This design comes from an exercise in tuning for small area on the open sky130 flow, not from production work.
The RTL was checked by simulation tests, not by an equivalence proof against the original design.
No driver is modelled on the clock port, so clock power and skew are understated where the tree is cut down; a real chip needs a root buffer or a tree.
Power figures rest on the tool's default switching activity, not on a simulated workload.

Setup of exp/ember:
==> flow/design.v (excerpt) <==
module cie_cpu (
    input  wire        clk,
    input  wire        rst,           
    output wire        mem_req,
    output wire        mem_we,
    output wire [15:0] mem_addr,
    output wire [15:0] mem_wdata,
    input  wire        mem_ready,
    input  wire [15:0] mem_rdata,
    output wire        in_ready,
    input  wire        in_valid,
    input  wire [15:0] in_data,
    output wire        out_valid,
    output wire [15:0] out_data,
    output wire        halted,
    output wire        err,
    output wire [15:0] err_word,
    output wire [15:0] acc,
    output wire [15:0] ix,
    output wire [15:0] pc,
    output wire        flag_e,
    output wire        alu_z,
    output wire        alu_n,
    output wire        alu_c,
    output wire        alu_v
);
Size in the first run: about 440 cells after synthesis, ~84 flip-flops, about 160 I/O pins, roughly 4800 um2 of cells after synthesis.
==> flow/config.mk <==
export PLATFORM = sky130hd
export DESIGN_NAME = cie_cpu
export DESIGN_NICKNAME = cie_cpu
export VERILOG_FILES = /design/flow/design.v
export SDC_FILE = /design/flow/constraint.sdc
export NUM_CORES = 4
export LEC_CHECK = 0
export CAP_MARGIN = 20
export CORE_MARGIN = 2
export CORE_UTILIZATION = 35
export SLEW_MARGIN = 20
==> flow/constraint.sdc <==
create_clock -name core_clock -period 10.0 [get_ports {clk}]
set_input_delay 2.0000 -clock core_clock [delete_from_list [all_inputs] [get_ports {clk}]]
set_output_delay 2.0000 -clock core_clock [all_outputs]
set_load 0.01 [all_outputs]
run.sh (not shown) runs the stock make flow with config.mk's settings and CLKGATE_MAP_FILE= SYNTH_SCRIPT=/design/flow/synth_recipe.tcl, a recipe that flattens the netlist after the stock synthesis.
--- input diff exp/ember..exp/raven ---
# exp/ember
export LEC_CHECK = 0
export CAP_MARGIN = 20
export CORE_MARGIN = 2
export CORE_UTILIZATION = 35
export SLEW_MARGIN = 20
create_clock -name core_clock -period 10.0 [get_ports {clk}]
# exp/raven
export LEC_CHECK = 0
export ABC_AREA = 1
export CAP_MARGIN = 20
export CORE_MARGIN = 2
export CORE_UTILIZATION = 60
export CTS_BUF_LIST = sky130_fd_sc_hd__clkbuf_4 sky130_fd_sc_hd__clkbuf_8
export SLEW_MARGIN = 20
create_clock -name core_clock -period 10.0 [get_ports {clk}]
Results
exp/raven reached the end of the flow, and the finished layout is clean on the timing, design-rule and antenna checks. Relative to exp/ember, exp/raven improves wire length of the first global-routing pass. [compare] base=exp/ember new=exp/raven: post-place setup slack went up; starting density of the core saw an increase; hold slack picked up an extra 0.0055 ns. exp/ember → exp/raven: overall power saw a decrease; sequential group share of total power has increased.
## Diff of input files: exp/fjord against exp/raven
==> flow/flow/run.sh (new file) <==
#!/bin/bash
# The standard layout, with the ports buffered by the smallest buffer cell
# (every input and output port still gets its own buffer).
set -euo pipefail
bash standard.sh "BUFFER_PORTS_ARGS=-buffer_cell sky130_fd_sc_hd__buf_1" finish > flow.log 2>&1
==> flow/standard.sh (new file) <==
#!/bin/bash
# synth_recipe.tcl (not shown) runs the flow's synth.tcl, then flattens the netlist and writes it again
# the make line also repeats each setting of config.mk as NAME=value (left out here)
make -C /OpenROAD-flow-scripts/flow DESIGN_CONFIG=/design/flow/config.mk WORK_HOME=/design/flow/orfs CLKGATE_MAP_FILE= SYNTH_SCRIPT=/design/flow/synth_recipe.tcl "${@:-finish}"
removed: flow/run.sh
### Flow results
Changes observed in exp/fjord relative to exp/raven: worst slew margin relative to its limit shows a reduction of 4.9 points; fmax shows an increase of about 17%; total of fill cells in the finished design shows an increase of about 40%; post-route cell area shows a reduction of about 16%; share of power burned in combinational logic shows a reduction of 1.6 points. exp/raven -> exp/fjord: post-route setup TNS delta 0, exact match. exp/fjord ended with less global routing usage summed across all routing layers than exp/raven.

run A:
The RTL this note starts from:
==> flow/design.v <==
module cie_cpu (
    input  wire        clk,
    input  wire        rst,           
    output wire        mem_req,
    output wire        mem_we,
    output wire [15:0] mem_addr,
    output wire [15:0] mem_wdata,
    input  wire        mem_ready,
    input  wire [15:0] mem_rdata,
    output wire        in_ready,
    input  wire        in_valid,
    input  wire [15:0] in_data,
    output wire        out_valid,
    output wire [15:0] out_data,
    output wire        halted,
    output wire        err,
    output wire [15:0] err_word,
    output wire [15:0] acc,
    output wire [15:0] ix,
    output wire [15:0] pc,
    output wire        flag_e,
    output wire        alu_z,
    output wire        alu_n,
    output wire        alu_c,
    output wire        alu_v
);
    localparam [3:0] S_LOADI = 4'd0,    
                     S_LOADM = 4'd1,    
                     S_RD1   = 4'd2,    
                     S_RD2   = 4'd3,    
                     S_WR    = 4'd4,    
                     S_IN    = 4'd5,    
                     S_OUT   = 4'd6,    
                     S_HALT  = 4'd7,
                     S_CLR   = 4'd8,    
                     S_COPYI = 4'd9,    
                     S_COPYO = 4'd10,   
                     S_MASK  = 4'd11,   
                     S_ADDX  = 4'd12,   
                     S_EXEC  = 4'd13,   
                     S_SHA   = 4'd14,   
                     S_SHB   = 4'd15;   
    reg [3:0]  st;
    reg [3:0]  t;
    reg [15:0] r_acc, r_ix, r_pc, r_mar;
    reg [4:0]  op;           
    reg        cy;
    reg        r_e, r_z, r_n, r_c, r_v;
    wire pass = st[3];
    wire t0   = (t == 4'd0);
    wire t15  = (t == 4'd15);
    wire o_ld    = (op == 5'h01) | (op == 5'h02) | (op == 5'h03) | (op == 5'h04);
    wire o_ldr   = (op == 5'h05);
    wire o_mov   = (op == 5'h06);
    wire o_sto   = (op == 5'h07);
    wire o_add   = (op[4:1] == 4'h4);                  
    wire o_sub   = (op[4:1] == 4'h5);                  
    wire o_incdec= (op[4:2] == 3'b011);                
    wire o_onix  = o_incdec & op[0];                   
    wire o_dec   = o_incdec & op[1];                   
    wire o_jmp   = (op == 5'h10);
    wire o_cmp   = (op == 5'h11) | (op == 5'h12) | (op == 5'h13);
    wire o_jpe   = (op == 5'h14);
    wire o_jpn   = (op == 5'h15);
    wire o_and   = (op[4:1] == 4'hB);                  
    wire o_or    = (op[4:1] == 4'hC);                  
    wire o_xor   = (op[4:1] == 4'hD);                  
    wire o_lsl   = (op == 5'h1C);
    wire o_shift = (op[4:1] == 4'hE);                  
    wire o_in    = (op == 5'h1E);
    wire o_out   = (op == 5'h1F);
    wire o_end   = (op == 5'h00);
    wire o_ldx   = (op == 5'h04);
    wire o_ind   = (op == 5'h03) | (op == 5'h13);
    wire o_rd    = (op == 5'h02) | o_ind |
                   ((o_add | o_sub | o_and | o_or | o_xor) & op[0]) | (op == 5'h12);
    wire o_subl  = o_sub | o_cmp;                      
    wire o_alu   = o_add | o_subl | o_and | o_or | o_xor;
    reg [3:0] st_disp;
    always @(*) begin
        if (o_sto)        st_disp = S_WR;
        else if (o_in)    st_disp = S_IN;
        else if (o_out)   st_disp = S_OUT;
        else if (o_ldx)   st_disp = S_ADDX;
        else if (o_rd)    st_disp = S_RD1;
        else if (o_shift) st_disp = S_SHA;
        else              st_disp = S_EXEC;
    end
    wire       w_lng  = mem_rdata[15];
    wire [6:0] w_base = mem_rdata[14:8];
    wire w_known = (w_base != 7'd0) && (w_base <= 7'h20);
    wire w_haslong = (w_base != 7'h06) && (w_base[6:2] != 5'b00011) && (w_base < 7'h1E);
    wire w_valid = w_known && (!w_lng || w_haslong);
    wire w_end   = (mem_rdata[15:8] == 8'h20);
    wire a0 = r_acc[0];
    wire x0 = r_ix[0];
    wire p0 = r_pc[0];
    wire m0 = r_mar[0];
    wire st_copy = (st == S_COPYI) | (st == S_COPYO);
    wire ex      = (st == S_EXEC);
    wire flagpass = ex & o_shift;                      
    wire add_x   = (st == S_ADDX) | (ex & o_onix);
    wire add_a   = st_copy ? p0 : add_x ? x0 : a0;
    wire b_zero  = st_copy | o_incdec;
    wire b_inv   = ex & (o_subl | o_dec);
    wire cin0    = st_copy | (ex & ((o_subl) | (o_incdec & !o_dec)));
    wire add_b   = (m0 & !b_zero) ^ b_inv;
    wire add_ci  = t0 ? cin0 : cy;
    wire sum     = add_a ^ add_b ^ add_ci;
    wire cout    = (add_a & add_b) | (add_a & add_ci) | (add_b & add_ci);
    reg res;
    always @(*) begin
        if (o_and)        res = a0 & m0;
        else if (o_or)    res = a0 | m0;
        else if (o_xor)   res = a0 ^ m0;
        else if (o_shift) res = a0;
        else              res = sum;
    end
    wire [4:0] tn   = {1'b0, t} + {1'b0, r_mar[3:0]};
    wire       big  = |r_mar[15:4];
    wire       scond = tn[4] | big;
    wire clr   = (st == S_CLR);
    wire sha   = (st == S_SHA);
    wire shb   = (st == S_SHB);
    wire take  = o_jmp | (o_jpe & r_e) | (o_jpn & !r_e);
    wire acc_sh = pass & !(sha & !o_lsl & !scond) & !(shb & scond);
    wire acc_in = clr ? 1'b0 :
                  sha ? (a0 & !scond & o_lsl) :
                  (ex & (o_ld | o_in)) ? m0 :
                  (ex & o_incdec & !o_onix) ? sum :
                  (ex & (o_alu | o_shift) & !o_cmp) ? res : a0;
    wire ix_sh  = pass;
    wire ix_in  = clr ? 1'b0 :
                  (ex & o_ldr) ? m0 :
                  (ex & o_mov) ? a0 :
                  (ex & o_onix) ? sum : x0;
    wire pc_sh  = pass;
    wire pc_in  = clr ? 1'b0 :
                  st_copy ? sum :
                  (ex & take) ? m0 : p0;
    wire mar_sh = pass & !sha & !shb;
    wire mar_in = st_copy ? p0 :
                  (st == S_MASK) ? (m0 & !t[3]) :
                  (st == S_ADDX) ? sum : m0;
    wire mar_ld = ((st == S_LOADI) | (st == S_LOADM) | (st == S_RD1) | (st == S_RD2)) & mem_ready;
    wire in_ld  = (st == S_IN) & in_valid;
    always @(posedge clk) begin
        if (acc_sh)      r_acc <= {acc_in, r_acc[15:1]};
        if (ix_sh)       r_ix  <= {ix_in, r_ix[15:1]};
        if (pc_sh)       r_pc  <= {pc_in, r_pc[15:1]};
        if (mar_ld | in_ld | mar_sh)
            r_mar <= ({16{mar_ld}} & mem_rdata) | ({16{in_ld}} & in_data) |
                     ({16{!mar_ld & !in_ld}} & {mar_in, r_mar[15:1]});
        cy <= cout;
    end
    wire setflags = ex & (o_alu | o_shift);
    wire z_new = (t0 | r_z) & !res;
    always @(posedge clk) begin
        if (st == S_CLR) begin
            r_e <= 1'b0; r_z <= 1'b0; r_n <= 1'b0; r_c <= 1'b0; r_v <= 1'b0;
        end else if (setflags) begin
            r_z <= z_new;
            if (t15) begin
                r_n <= res;
                r_c <= (o_add | o_subl) & (cout ^ o_subl);
                r_v <= (o_add | o_subl) & (cout ^ add_ci);
                if (o_cmp) r_e <= z_new;
            end
        end
    end
    always @(posedge clk)
        if ((st == S_LOADI) && mem_ready) op <= w_base[4:0];
    always @(posedge clk) begin
        if (rst) begin
            st <= S_CLR;
            t  <= 4'd0;
        end else begin
            if (pass) t <= t + 4'd1;
            case (st)
                S_LOADI: if (mem_ready) st <= (!w_valid || w_end) ? S_HALT : w_lng ? S_COPYO : S_MASK;
                S_LOADM: if (mem_ready) st <= st_disp;
                S_RD1:   if (mem_ready) st <= o_ind ? S_RD2 : S_EXEC;
                S_RD2:   if (mem_ready) st <= S_EXEC;
                S_WR:    if (mem_ready) st <= S_COPYI;
                S_IN:    if (in_valid)  st <= S_EXEC;
                S_OUT:   st <= S_COPYI;
                S_HALT:  ;
                default: if (t15) begin
                    case (st)
                        S_CLR:   st <= S_COPYI;
                        S_COPYI: st <= S_LOADI;
                        S_COPYO: st <= S_LOADM;
                        S_MASK:  st <= st_disp;
                        S_ADDX:  st <= S_RD1;
                        S_SHA:   st <= o_lsl ? S_SHB : S_EXEC;
                        S_SHB:   st <= S_EXEC;
                        default: st <= S_COPYI;           
                    endcase
                end
            endcase
        end
    end
    assign mem_req   = (st == S_LOADI) | (st == S_LOADM) | (st == S_RD1) | (st == S_RD2) | (st == S_WR);
    assign mem_we    = (st == S_WR) & !rst;     
    assign mem_addr  = r_mar;
    assign mem_wdata = r_acc;
    assign in_ready  = (st == S_IN);
    assign out_valid = (st == S_OUT);
    assign out_data  = r_acc;
    assign halted   = (st == S_HALT);
    assign err      = halted & (r_mar[15:8] != 8'h20);    
    assign err_word = r_mar;
    assign acc      = r_acc;
    assign ix       = r_ix;
    assign pc       = r_pc;
    assign flag_e   = r_e;
    assign alu_z    = r_z;
    assign alu_n    = r_n;
    assign alu_c    = r_c;
    assign alu_v    = r_v;
endmodule
export LEC_CHECK = 0
export CAP_MARGIN = 20
export CORE_MARGIN = 2
export CORE_UTILIZATION = 60
export SLEW_MARGIN = 20
create_clock -name core_clock -period 10.0 [get_ports {clk}]
standard.sh (not shown) runs the stock make flow with config.mk's settings and CLKGATE_MAP_FILE= SYNTH_SCRIPT=/design/flow/synth_recipe.tcl, a recipe that flattens the netlist after the stock synthesis.
==> flow/flow/run.sh <==
#!/bin/bash
# The standard layout (standard.sh, the standard flow's own make of ORFS), with three changes:
#  - synthesis is synth_recipe.tcl unchanged except that its final ABC mapping
#    runs flow/area.abc, an area-oriented script, in place of ORFS's abc_speed
#    script (the registers come from dfflibmap before ABC and do not change);
#  - the ports are buffered by the smallest buffer cell (every input and output
#    port still gets its own buffer);
#  - the clock is buffered by flow/clk.tcl (three clkbuf_16 next to the three
#    groups of flip-flops they drive) in place of TritonCTS's H-tree.
# Each tool's output goes to flow.log (make and the tools it runs) and to ORFS's
# own logs under orfs/logs/.
set -euo pipefail
W="$PWD"
cat > "$W/synth_area.tcl" <<EOT
proc abc {args} {
  set i [lsearch -exact \$args -script]
  if {\$i >= 0} { lset args [expr {\$i + 1}] $W/flow/area.abc }
  yosys abc {*}\$args
}
source $W/synth_recipe.tcl
EOT
export PRE_CTS_TCL="$W/flow/clk.tcl"
bash standard.sh "SYNTH_SCRIPT=$W/synth_area.tcl" \
  "BUFFER_PORTS_ARGS=-buffer_cell sky130_fd_sc_hd__buf_1" \
  "PRE_CTS_TCL=$W/flow/clk.tcl" finish > flow.log 2>&1
==> flow/flow/area.abc <==
strash
&get -n
&deepsyn -T 20
&put
dch -f
amap
&get -n
&st
&deepsyn -T 10
&put
dch -f
amap
topo
==> flow/flow/clk.tcl <==
# Clock buffering in place of TritonCTS, sourced as the CTS step's PRE_CTS_TCL hook.
# The flip-flops are split into 3 groups by position (k-means); each group
# gets one clkbuf_16 buffer at its centre, driven by the clock port. Every
# flip-flop sees the same single buffer stage, so no register's clock is delayed
# relative to the others by more than its group's wire.
proc my_manual_clock {cell nb} {
  set block [ord::get_db_block]
  set master [[ord::get_db] findMaster $cell]
  set clknet [$block findNet clk]
  set pts {}
  foreach it [$clknet getITerms] {
    set inst [$it getInst]
    set bb [$inst getBBox]
    set x [expr {([$bb xMin] + [$bb xMax]) / 2.0}]
    set y [expr {([$bb yMin] + [$bb yMax]) / 2.0}]
    lappend pts [list $x $y $it]
  }
  set n [llength $pts]
  # initial centres: spread along the sorted x order
  set sorted [lsort -real -index 0 $pts]
  set cs {}
  for {set k 0} {$k < $nb} {incr k} {
    set p [lindex $sorted [expr {int(($k + 0.5) * $n / $nb)}]]
    lappend cs [list [lindex $p 0] [lindex $p 1]]
  }
  for {set iter 0} {$iter < 50} {incr iter} {
    set asg {}
    foreach p $pts {
      set best 0; set bd 1e30
      for {set k 0} {$k < $nb} {incr k} {
        set c [lindex $cs $k]
        set d [expr {abs([lindex $p 0] - [lindex $c 0]) + abs([lindex $p 1] - [lindex $c 1])}]
        if {$d < $bd} { set bd $d; set best $k }
      }
      lappend asg $best
    }
    set ncs {}
    for {set k 0} {$k < $nb} {incr k} {
      set sx 0; set sy 0; set m 0
      foreach p $pts a $asg {
        if {$a == $k} { set sx [expr {$sx + [lindex $p 0]}]; set sy [expr {$sy + [lindex $p 1]}]; incr m }
      }
      if {$m > 0} { lappend ncs [list [expr {$sx / $m}] [expr {$sy / $m}]] } else { lappend ncs [lindex $cs $k] }
    }
    set cs $ncs
  }
  for {set k 0} {$k < $nb} {incr k} {
    set c [lindex $cs $k]
    set buf [odb::dbInst_create $block $master "clkbuf_bench_$k"]
    $buf setLocation [expr {int([lindex $c 0])}] [expr {int([lindex $c 1])}]
    $buf setPlacementStatus PLACED
    set net [odb::dbNet_create $block "clknet_bench_$k"]
    $net setSigType CLOCK
    foreach p $pts a $asg {
      if {$a == $k} { set it [lindex $p 2]; $it disconnect; $it connect $net }
    }
    [$buf findITerm A] connect $clknet
    [$buf findITerm X] connect $net
  }
  puts "my_manual_clock: $n sinks, $nb x $cell"
}

rename clock_tree_synthesis my_orig_clock_tree_synthesis
proc clock_tree_synthesis {args} {
  my_manual_clock sky130_fd_sc_hd__clkbuf_16 3
  set_propagated_clock [all_clocks]
}
Run A: full flow OK, the timing, design-rule and antenna checks passed
--- input diff run A..run E ---
-- flow/flow/run.sh --
<<< run A, line 6
#  - the ports are buffered by the smallest buffer cell (every input and output
#    port still gets its own buffer);
#  - the clock is buffered by flow/clk.tcl (three clkbuf_16 next to the three
#    groups of flip-flops they drive) in place of TritonCTS's H-tree.
# Each tool's output goes to flow.log (make and the tools it runs) and to ORFS's
>>> run E, line 6
#  - the ports are buffered by the smallest buffer cell (every input and output
#    port still gets its own buffer);
#  - the clock is buffered by flow/clk.tcl (four clkbuf_16 next to the four
#    groups of flip-flops they drive) in place of TritonCTS's H-tree.
# Each tool's output goes to flow.log (make and the tools it runs) and to ORFS's
==> flow/flow/area.abc <==
strash
&get -n
&deepsyn -T 20
&put
dch -f
amap
topo
-- flow/flow/clk.tcl --
<<< run A, line 1
# Clock buffering in place of TritonCTS, sourced as the CTS step's PRE_CTS_TCL hook.
# The flip-flops are split into 3 groups by position (k-means); each group
# gets one clkbuf_16 buffer at its centre, driven by the clock port. Every
# flip-flop sees the same single buffer stage, so no register's clock is delayed
>>> run E, line 1
# Clock buffering in place of TritonCTS, sourced as the CTS step's PRE_CTS_TCL hook.
# The flip-flops are split into 4 groups by position (k-means); each group
# gets one clkbuf_16 buffer at its centre, driven by the clock port. Every
# flip-flop sees the same single buffer stage, so no register's clock is delayed
<<< run A, line 63
rename clock_tree_synthesis my_orig_clock_tree_synthesis
proc clock_tree_synthesis {args} {
  my_manual_clock sky130_fd_sc_hd__clkbuf_16 3
  set_propagated_clock [all_clocks]
}
>>> run E, line 63
rename clock_tree_synthesis my_orig_clock_tree_synthesis
proc clock_tree_synthesis {args} {
  my_manual_clock sky130_fd_sc_hd__clkbuf_16 4
  set_propagated_clock [all_clocks]
}
[summary]
[diff] worst-case headroom to the max-slew limit, run E relative to run A: regression
Run E ended up with a higher worst-case reg-to-reg path depth than run A did.
From run A to run E the numbers moved as follows: transition time at the pin with the least slew margin climbed 0.065 ns, post-route cell area climbed about 1.6%, footprint of the flip-flops and latches barely changed, compound-cell area share of the yosys netlist barely changed.
Looking at post-layout net count, run E sits 1.7% above run A.
Measured against each other, run E and run A differ in fraction of power consumed by combinational cells, the higher figure coming from run E.
Changes observed in run E relative to run A: switching share of power climbed 4.9 points; power climbed 20%; final standard cell utilization of the core dropped 1.6 points.
No run of this note takes its clock network from TritonCTS; it comes from the design's own scripts or RTL.

-- re-timing with driven ports --
How much do the figures lean on ideal ports? The routed layouts below were timed once more, with nothing changed but the port constraints.
Step 1 assumes that a clkbuf_16 drives the clock port and a buf_2 every other input.
Step 2 also shifts input and output timing later by t, the mid clock arrival at the registers, as if the neighbouring blocks saw the same clock.
Three values: no drivers, after step 1, after step 2; two values: the first two.
| run | t, ns | slack for setup (ns) | slew at the worst register clock pin (ns) |
|---|---|---|---|
| exp/ember | 0.375 | 4.453 / 4.425 / 4.425 | 0.07 / 0.07 |
| exp/raven | 0.392 | 4.887 / 4.866 / 4.866 | 0.09 / 0.09 |
| exp/fjord | 0.389 | 5.620 / 5.600 / 5.600 | 0.10 / 0.10 |
| run A | 0.219 | 5.046 / 5.047 / 5.047 | 0.11 / 0.11 |
| run E | 0.223 | 5.495 / 5.474 / 5.474 | 0.09 / 0.09 |
After both steps setup and hold are still met in every run listed. The setup slack of exp/ember, which loses most, moves by -0.028 ns with the drivers and by -0.028 ns with both steps.
